What follows belongs to an exercise in optimizing a design on an open flow for small area, a short achievable clock period and few clock cycles; a production flow would make more cautious choices.
At most, simulation tests tie the RTL to the original design; equivalence was not proved.
Power figures rest on the tool's default switching activity, not on a simulated workload.

== run 1 ==
Design sprite_renderer, start of the top module:
module sprite_renderer (
    input  wire        clk,
    input  wire        rst,
    input  wire [15:0] cfg_tile_mult,
    input  wire [16:0] cfg_tile_len,     
    input  wire [1:0]  cfg_pal_cnt,      
    input  wire [15:0] cfg_nent0,        
    input  wire [15:0] cfg_nent1,        
    input  wire        cfg_debug,
    input  wire        pal_we,
    input  wire        pal_slot,
    input  wire [3:0]  pal_idx,
    input  wire [15:0] pal_wdata,
    input  wire        start,
    input  wire [15:0] attr0,
    input  wire [15:0] attr1,
    input  wire [15:0] attr2,
    output wire        ready,
    output reg         tile_req,
    output reg  [13:0] tile_addr,
    input  wire        tile_gnt,
    input  wire [31:0] tile_rdata,
    output reg         pix_valid,
    output reg  [5:0]  pix_x,
    output reg  [5:0]  pix_y,
    output wire [31:0] pix_rgba,
    output reg         done,
    output wire [6:0]  spr_w,
    output wire [6:0]  spr_h,
    output reg         ev_tile_oor,
    output reg         ev_pidx_oor,
    output reg         ev_pnum_oor
);
For scale: ~2700 cells after synthesis, roughly 250 I/O pins.
clock: 8.0 ns
lec_check: 0
abc_area: 1
cap_margin: 20
core_margin: 2
core_utilization: 40
cts_cluster_diameter: 80
cts_cluster_size: 24
place_density: 0.6
setup_slack_margin: 5
slew_margin: 20
run.sh (not shown) runs the stock make flow with config.mk's settings and CLKGATE_MAP_FILE= SYNTH_SCRIPT=/design/flow/synth_recipe.tcl, a recipe that flattens the netlist after the stock synthesis.
Testbench counts of run 1, summed over its fixed seeds: cycles 102,538.
## Diff of input files: run 2 against run 1
Settings: SETUP_SLACK_MARGIN removed (was 5); PLACE_DENSITY changed from 0.6 to 0.7; CORE_UTILIZATION changed from 40 to 55.
==> flow/flow/run.sh (new file) <==
#!/bin/bash
# The standard layout (standard.sh: standard synthesis, floorplan, place,
# CTS, route), with two extra ORFS settings: the port buffers are buf_2 cells
# and repair_timing aims for a larger setup slack. Output goes to
# standard_flow.log in this folder (ORFS's own step logs are under orfs/logs).
set -euo pipefail
bash standard.sh \
  "BUFFER_PORTS_ARGS=-buffer_cell sky130_fd_sc_hd__buf_2" \
  SETUP_SLACK_MARGIN=5.3 \
  finish > standard_flow.log 2>&1
==> flow/standard.sh (new file) <==
#!/bin/bash
# synth_recipe.tcl (not shown) runs the flow's synth.tcl, then flattens the netlist and writes it again
# the make line also repeats each setting of config.mk as NAME=value (left out here)
make -C /OpenROAD-flow-scripts/flow DESIGN_CONFIG=/design/flow/config.mk WORK_HOME=/design/flow/orfs CLKGATE_MAP_FILE= SYNTH_SCRIPT=/design/flow/synth_recipe.tcl "${@:-finish}"
removed: flow/run.sh
### Flow results
The final layout from run 2, which completed every stage, passed the timing, DRC and antenna checks at the end of the flow. Compared to run 1, run 2 shows a wider setup margin. Routed length on met1 in run 2 is about 6% lower than in run 1. Power density normalized to cell area of run 2 falls short of that of run 1 slightly. Where hold slack is concerned, run 1 is outperformed by run 2. Run 2 vs. run 1: final instance area shows a reduction of about 2.8%; overall power of the completed layout fell by about 4.5%.
## Diff of input files: run 3 against run 2
Settings: PLACE_DENSITY changed from 0.7 to 0.6; CORE_UTILIZATION changed from 55 to 40.
==> comparison <==
Measured against run 2, the number of gates resized after CTS of run 3 comes out at 1.14 times the reference value. Taking run 2 as the reference, in run 3 full die area grew by 37%, half-perimeter wire length of the detailed placement result increased by 3.3 mm relative to the old numbers, shortest period the worst path allows shows an increase of 65 ps. When run 3 is set beside run 2, its share of the cycle needed by the critical path after routing turns out to be 0.82 points larger. Global-route usage was lower in the run labelled run 3. Lower layout filler cell count goes to run 2 over run 3.


sprite_renderer, a different RTL version from the one above (not shown whole).
Size in the first run: ~2,700 cells after synthesis, roughly 740 flip-flops.
clock: 8.0 ns
lec_check: 0
abc_area: 1
cap_margin: 20
core_margin: 2
core_utilization: 55
cts_cluster_diameter: 90
cts_cluster_size: 30
place_density: 0.7
slew_margin: 20
tns_end_percent: 20
standard.sh (not shown) runs the stock make flow with config.mk's settings and CLKGATE_MAP_FILE= SYNTH_SCRIPT=/design/flow/synth_recipe.tcl, a recipe that flattens the netlist after the stock synthesis.
==> flow/flow/run.sh <==
#!/bin/bash
# The standard layout (standard.sh: standard synthesis, floorplan, place,
# CTS, route), with two extra ORFS settings: the port buffers are buf_2 cells
# and repair_timing aims for a larger setup slack. Output goes to
# standard_flow.log in this folder (ORFS's own step logs are under orfs/logs).
set -euo pipefail
bash standard.sh \
  "BUFFER_PORTS_ARGS=-buffer_cell sky130_fd_sc_hd__buf_2" \
  SETUP_SLACK_MARGIN=5.4 \
  finish > standard_flow.log 2>&1
The baseline completed without violations.
Testbench counts at the start, summed over its fixed seeds: cycles 102,538.
Then changed:
==> flow/run.sh (new file) <==
#!/bin/bash
# synth_recipe.tcl (not shown) runs the flow's synth.tcl, then flattens the netlist and writes it again
# the make line also repeats each setting of config.mk as NAME=value (left out here)
make -C /OpenROAD-flow-scripts/flow DESIGN_CONFIG=/design/flow/config.mk WORK_HOME=/design/flow/orfs CLKGATE_MAP_FILE= SYNTH_SCRIPT=/design/flow/synth_recipe.tcl finish
- SETUP_SLACK_MARGIN: not set -> 5
- TNS_END_PERCENT: 20 -> not set
removed: flow/flow/run.sh
removed: flow/standard.sh
After rerunning:
- routed wire length drops by 1.8%
- hold slack stays flat
- maximum frequency falls by 7.1%
- worst setup slack got worse by 210 ps
- design area came out higher by 1.6%
Then changed:
==> flow/flow/run.sh (new file) <==
#!/bin/bash
# The standard layout (standard.sh: standard synthesis, floorplan, place,
# CTS, route), with two extra ORFS settings: the port buffers are buf_2 cells
# and repair_timing aims for a larger setup slack. Output goes to
# standard_flow.log in this folder (ORFS's own step logs are under orfs/logs).
set -euo pipefail
bash standard.sh \
  "BUFFER_PORTS_ARGS=-buffer_cell sky130_fd_sc_hd__buf_2" \
  SETUP_SLACK_MARGIN=5.4 \
  finish > standard_flow.log 2>&1
==> flow/standard.sh (new file) <==
#!/bin/bash
# synth_recipe.tcl (not shown) runs the flow's synth.tcl, then flattens the netlist and writes it again
# the make line also repeats each setting of config.mk as NAME=value (left out here)
make -C /OpenROAD-flow-scripts/flow DESIGN_CONFIG=/design/flow/config.mk WORK_HOME=/design/flow/orfs CLKGATE_MAP_FILE= SYNTH_SCRIPT=/design/flow/synth_recipe.tcl "${@:-finish}"
- CORE_UTILIZATION: 55 -> 65
- CTS_CLUSTER_DIAMETER: 90 -> 80
- CTS_CLUSTER_SIZE: 30 -> 24
- PLACE_DENSITY: 0.7 -> 0.8
- SETUP_SLACK_MARGIN: 5 -> not set
removed: flow/run.sh
Area after synthesis stays the same.
Total power increases by 1.8%.
Combinational power falls by about 3%.
Then changed:
- CORE_UTILIZATION: 65 -> 55
- PLACE_DENSITY: 0.8 -> 0.7
What happened:
- combinational power drops by about 2%
- global-route usage falls by 4.5 points
- total power is higher by 1.2%
- count of clock-buffer cells in the layout stays the same
- core utilization falls by 11 points
- via count came out lower by 2.9%
- critical path depth stays the same
- area after synthesis does not change
- flip-flop and latch count is unchanged
- worst hold slack got worse by 23 ps
- routed wire length goes down by 1.1%


## run A
Starting RTL as in the previous note.
Design sprite_renderer, start of the top module:
module sprite_renderer (
    input  wire        clk,
    input  wire        rst,
    input  wire [15:0] cfg_tile_mult,
    input  wire [16:0] cfg_tile_len,     
    input  wire [1:0]  cfg_pal_cnt,      
    input  wire [15:0] cfg_nent0,        
    input  wire [15:0] cfg_nent1,        
    input  wire        cfg_debug,
    input  wire        pal_we,
    input  wire        pal_slot,
    input  wire [3:0]  pal_idx,
    input  wire [15:0] pal_wdata,
    input  wire        start,
    input  wire [15:0] attr0,
    input  wire [15:0] attr1,
    input  wire [15:0] attr2,
    output wire        ready,
    output reg         tile_req,
    output reg  [13:0] tile_addr,
    input  wire        tile_gnt,
    input  wire [31:0] tile_rdata,
    output reg         pix_valid,
    output reg  [5:0]  pix_x,
    output reg  [5:0]  pix_y,
    output wire [31:0] pix_rgba,
    output reg         done,
    output wire [6:0]  spr_w,
    output wire [6:0]  spr_h,
    output reg         ev_tile_oor,
    output reg         ev_pidx_oor,
    output reg         ev_pnum_oor
);
==> flow/config.mk <==
export PLATFORM = sky130hd
export DESIGN_NAME = sprite_renderer
export DESIGN_NICKNAME = sprite_renderer
export VERILOG_FILES = /design/flow/design.v
export SDC_FILE = /design/flow/constraint.sdc
export NUM_CORES = 4
export LEC_CHECK = 0
export ABC_AREA = 0
export CAP_MARGIN = 20
export CORE_MARGIN = 2
export CORE_UTILIZATION = 55
export CTS_CLUSTER_DIAMETER = 80
export CTS_CLUSTER_SIZE = 24
export PLACE_DENSITY = 0.7
export SLEW_MARGIN = 20
==> flow/constraint.sdc <==
create_clock -name core_clock -period 8.0 [get_ports {clk}]
set_input_delay 1.6000 -clock core_clock [delete_from_list [all_inputs] [get_ports {clk}]]
set_output_delay 1.6000 -clock core_clock [all_outputs]
set_load 0.01 [all_outputs]
==> flow/flow/run.sh <==
#!/bin/bash
# The standard layout (standard.sh: standard synthesis, floorplan, place,
# CTS, route), with two extra ORFS settings: the port buffers are buf_2 cells
# and repair_timing aims for a larger setup slack. Output goes to
# standard_flow.log in this folder (ORFS's own step logs are under orfs/logs).
set -euo pipefail
bash standard.sh \
  "BUFFER_PORTS_ARGS=-buffer_cell sky130_fd_sc_hd__buf_2" \
  SETUP_SLACK_MARGIN=5.4 \
  finish > standard_flow.log 2>&1
Every stage of the flow completed for run A, and the final layout passed the timing, DRC and antenna checks.
Testbench counts of run A, summed over its fixed seeds: cycles 102,538.
What run B does differently from run A at the input level:
Settings: swapping 0 for 1 in ABC_AREA; swapping 80 for 90 in CTS_CLUSTER_DIAMETER; swapping 24 for 30 in CTS_CLUSTER_SIZE.
## What came out
Lower first-pass iteration count of the detailed router goes to run B over run A.
Run B vs. run A: clock buffer count in the final layout went down by about 28%.
Compared with run A, run B shows final antenna diode count lower by 2.
The capturing instance or port of the critical path comes out rgb[9]$_DFF_P_ in one run and tile_addr[4] in the other, namely in run A and run B respectively.
Run B vs run A, via count went up by 4720.
Input-level comparison between run C and run B:
Settings: CTS_CLUSTER_DIAMETER changed from 90 to 80; CTS_CLUSTER_SIZE changed from 30 to 24.
-- flow/flow/run.sh --
<<< run B, line 9
  SETUP_SLACK_MARGIN=5.4 \
>>> run C, line 9
  SETUP_SLACK_MARGIN=5.35 \
--- outcome ---
[compare] base=run B new=run C: HPWL reported at the end of detailed placement rose 1.9%; number of non-clock buffers in the layout fell 18; fraction of area in registers fell 0.26 points. Run C gives more synthesis-to-finish area growth than run B did. There was hardly any difference in share of power burned in combinational logic between run C and run B.
Edits applied to the flow inputs when going from run C to run D:
Settings: swapping 80 for 90 in CTS_CLUSTER_DIAMETER; swapping 24 for 30 in CTS_CLUSTER_SIZE.
-- flow/flow/run.sh --
<<< run C, line 9
  SETUP_SLACK_MARGIN=5.35 \
>>> run D, line 9
  SETUP_SLACK_MARGIN=5.45 \
### Flow results
Run D has worst-case vdd ir drop above what run C had. Run C has lower share of cell area taken by multi-input logic gates than run D. Relative to run C, clock power decreased by about 5% in run D. There was hardly any difference in total global routing overflow between run D and run C. There was hardly any difference in number of global-route vias before repair between run C and run D. Combinational share of power up 0.3 points in run D wrt run C. Comparing run C and run D, the lower achievable clock frequency was measured on run C. Going from run C to run D, total wire length after detailed routing saw an increase; met3 wire length saw an increase.
#### Input delta (run E over run D)
Settings: SLEW_MARGIN changed from 20 to 5; CAP_MARGIN changed from 20 to 5.
-- flow/flow/run.sh --
<<< run D, line 9
  SETUP_SLACK_MARGIN=5.45 \
>>> run E, line 9
  SETUP_SLACK_MARGIN=5.4 \
Notes after the runs:
Result for run E and run D: all clean
Run E vs. run D: fraction of power spent switching nets decreased 0.41 points; net switching power essentially unchanged; utilization decreased 0.41 points.
Final cell count: run E vs run D — no meaningful difference
Compared with run D, power consumption in run E increased slightly.


v15:
sprite_renderer, a different RTL version from the one above (not shown whole).
Size in the first run: ~2100 cells after synthesis, ~740 flip-flops, about 250 I/O pins, roughly 30000 sq um of cells after synthesis.
export LEC_CHECK = 0
export ABC_CLOCK_PERIOD_IN_PS = 3000
export CAP_MARGIN = 20
export CORE_MARGIN = 2
export CORE_UTILIZATION = 40
export CTS_CLUSTER_DIAMETER = 80
export CTS_CLUSTER_SIZE = 24
export PLACE_DENSITY = 0.6
export SETUP_SLACK_MARGIN = 5
export SLEW_MARGIN = 20
create_clock -name core_clock -period 8.0 [get_ports {clk}]
run.sh (not shown) runs the stock make flow with config.mk's settings and CLKGATE_MAP_FILE= SYNTH_SCRIPT=/design/flow/synth_recipe.tcl, a recipe that flattens the netlist after the stock synthesis.
Stock flow here: none of the scripts above is used.
v15 completed; timing, DRC and antenna clean
Here is what was changed in the inputs of v24 compared with v15.
Settings: ABC_AREA newly set to 1; ABC_CLOCK_PERIOD_IN_PS removed (was 3000).
Notes after the runs:
Compared v24 against v15; number of buffers added to fix hold violations after cts within noise. Lower final-layout non-clock buffer area share among v15 and v24: v24. Compared with v15, in v24 total routed wirelength rose 830 um, core utilization of the finished layout saw a decrease.
The inputs of v11 differ from those of v24 as listed below.
Settings: a deleted SETUP_SLACK_MARGIN that had been 5.
==> flow/flow/run.sh (new file) <==
#!/bin/bash
# The standard layout (standard.sh: standard synthesis, floorplan, place,
# CTS, route), with two extra ORFS settings: the port buffers are buf_2 cells
# and repair_timing aims for a larger setup slack. Output goes to
# standard_flow.log in this folder (ORFS's own step logs are under orfs/logs).
set -euo pipefail
bash standard.sh \
  "BUFFER_PORTS_ARGS=-buffer_cell sky130_fd_sc_hd__buf_2" \
  SETUP_SLACK_MARGIN=5.3 \
  finish > standard_flow.log 2>&1
==> flow/standard.sh (new file) <==
#!/bin/bash
# synth_recipe.tcl (not shown) runs the flow's synth.tcl, then flattens the netlist and writes it again
# the make line also repeats each setting of config.mk as NAME=value (left out here)
make -C /OpenROAD-flow-scripts/flow DESIGN_CONFIG=/design/flow/config.mk WORK_HOME=/design/flow/orfs CLKGATE_MAP_FILE= SYNTH_SCRIPT=/design/flow/synth_recipe.tcl "${@:-finish}"
removed: flow/run.sh
## What came out
v11 finished end to end and its layout was clean on timing, DRC and antenna.
Power per cell area of v11 exceeds that of v24 slightly.
v24 → v11: final estimated routing congestion in global placement shows a reduction of 4.9%; number of cells on the worst hold path shows a reduction of 1; final clock period utilization by the worst path shows a reduction of 0.39 points.
Looking at cell with the biggest individual delay on the critical path, the sky130_fd_sc_hd__clkdlybuf4s50_1 result is from v24; the sky130_fd_sc_hd__nor2_2 one comes from v11.
> inputs changed (v11 -> v23)
Settings: CTS_CLUSTER_DIAMETER removed (was 80); CTS_CLUSTER_SIZE removed (was 24); ABC_CLOCK_PERIOD_IN_PS newly set to 3000; ABC_AREA removed (was 1); SETUP_SLACK_MARGIN newly set to 5.
==> flow/run.sh (new file) <==
#!/bin/bash
# synth_recipe.tcl (not shown) runs the flow's synth.tcl, then flattens the netlist and writes it again
# the make line also repeats each setting of config.mk as NAME=value (left out here)
make -C /OpenROAD-flow-scripts/flow DESIGN_CONFIG=/design/flow/config.mk WORK_HOME=/design/flow/orfs CLKGATE_MAP_FILE= SYNTH_SCRIPT=/design/flow/synth_recipe.tcl finish
removed: flow/flow/run.sh
removed: flow/standard.sh
Findings:
Delta (v23 minus v11): power per standard cell area rose by 33 nW/um^2; clock transition at the registers of the reported paths went down 0.03 ns; share of the clock period used by the worst path saw an increase; growth of design area from synthesis to finish picked up an extra 6.7 points. v11 consumes less power than v23. Global-route wire length before repair is lower on v11. sky130_fd_sc_hd__nor2_2 as the cell with the biggest individual delay on the critical path was reported by v11, and sky130_fd_sc_hd__clkdlybuf4s50_1 by v23. v23 — minimum setup slack in the final design 0.068 ns lower, v11 as reference.
No functional check of the RTL was part of any run of this note.


Another version of the RTL of sprite_renderer (not shown whole).
Size: about 1900 cells after synthesis, ~740 flip-flops, ~250 I/O pins, roughly 0.031 sq mm of cells after synthesis.
==> flow/config.mk <==
export PLATFORM = sky130hd
export DESIGN_NAME = sprite_renderer
export DESIGN_NICKNAME = sprite_renderer
export VERILOG_FILES = /design/flow/design.v
export SDC_FILE = /design/flow/constraint.sdc
export NUM_CORES = 4
export LEC_CHECK = 0
export ABC_CLOCK_PERIOD_IN_PS = 3000
export CAP_MARGIN = 20
export CORE_MARGIN = 2
export CORE_UTILIZATION = 40
export PLACE_DENSITY = 0.6
export SETUP_SLACK_MARGIN = 5
export SLEW_MARGIN = 20
==> flow/constraint.sdc <==
create_clock -name core_clock -period 8.0 [get_ports {clk}]
set_input_delay 1.6000 -clock core_clock [delete_from_list [all_inputs] [get_ports {clk}]]
set_output_delay 1.6000 -clock core_clock [all_outputs]
set_load 0.01 [all_outputs]
Stock flow here: none of the scripts above is used.
The baseline completed with no timing, DRC or antenna violations.
Rerun with:
--- a/flow/config.mk
+++ b/flow/config.mk
@@ -7,3 +7,2 @@
 export LEC_CHECK = 0
-export ABC_CLOCK_PERIOD_IN_PS = 3000
 export CAP_MARGIN = 20
@@ -12,3 +11,2 @@
 export PLACE_DENSITY = 0.6
-export SETUP_SLACK_MARGIN = 5
 export SLEW_MARGIN = 20
Outcome: Sequential power hardly moves; clock skew rises by 18 ps; core utilization is lower by 1.4 points; routed wire length goes down by about 3%; final cell count goes down by about 1.3%; hold slack gets worse by 12 ps; clock-buffer cell count fell by 2; combinational power goes down by 11%; setup slack got worse by 850 ps.
No run of this note included a check of the RTL's function; only the layout flow was run.

-- what the ideal ports hide --
How much do the figures lean on ideal ports? The routed layouts below were timed once more, with nothing changed but the port constraints. Step 1 sets driving cells, clkbuf_16 on the clock port and buf_2 on the other inputs (assumed; they add their load-dependent delay and slew). Step 2, shift: input delay + t, output delay - t, t = (earliest + latest rising clock arrival at the registers) / 2. This alone moves slack from input paths to output paths. a / b / c = no drivers / after step 1 / after step 2; a / b = the first two.
run | t (ns) | setup WS [ns] | latest minus earliest clock arrival (ns) | slew at the worst register clock pin (ns)
run 1 | 0.661 | 5.052 / 4.989 / 4.466 | 0.026 / 0.026 | 0.10 / 0.10
run 2 | 0.653 | 5.201 / 5.146 / 4.761 | 0.038 / 0.037 | 0.10 / 0.10
run 3 | 0.650 | 5.135 / 5.075 / 4.840 | 0.035 / 0.034 | 0.10 / 0.10
the first run of note 2 | 0.687 | 5.267 / 5.206 / 4.789 | 0.022 / 0.022 | 0.12 / 0.12
the second run of note 2 | 0.695 | 5.057 / 4.997 / 4.432 | 0.043 / 0.043 | 0.12 / 0.12
the third run of note 2 | 0.661 | 5.298 / 5.243 / 5.030 | 0.027 / 0.027 | 0.10 / 0.10
the fourth run of note 2 | 0.647 | 5.312 / 5.256 / 5.033 | 0.026 / 0.026 | 0.10 / 0.10
run A | 0.642 | 5.302 / 5.262 / 4.867 | 0.026 / 0.026 | 0.10 / 0.10
run B | 0.635 | 5.321 / 5.267 / 5.024 | 0.021 / 0.021 | 0.11 / 0.11
run C | 0.642 | 5.297 / 5.240 / 5.008 | 0.024 / 0.024 | 0.10 / 0.10
run D | 0.644 | 5.312 / 5.255 / 4.991 | 0.036 / 0.036 | 0.12 / 0.12
run E | 0.633 | 5.328 / 5.269 / 4.996 | 0.019 / 0.019 | 0.12 / 0.12
v15 | 0.666 | 5.005 / 4.984 / 4.386 | 0.056 / 0.056 | 0.11 / 0.11
v24 | 0.657 | 5.042 / 5.014 / 4.425 | 0.033 / 0.033 | 0.10 / 0.10
v11 | 0.662 | 5.074 / 5.121 / 4.459 | 0.026 / 0.026 | 0.10 / 0.10
v23 | 0.680 | 5.006 / 4.972 / 4.373 | 0.041 / 0.041 | 0.06 / 0.06
the first run of note 5 | 0.675 | 4.789 / 4.789 / 4.313 | 0.032 / 0.031 | 0.06 / 0.06
the second run of note 5 | 0.674 | 3.936 / 3.936 / 3.732 | 0.049 / 0.049 | 0.06 / 0.06
After both steps setup and hold are still met in every run listed. For v23, which loses most, drivers alone change the setup slack by -0.034 ns; drivers and shift together by -0.633 ns.
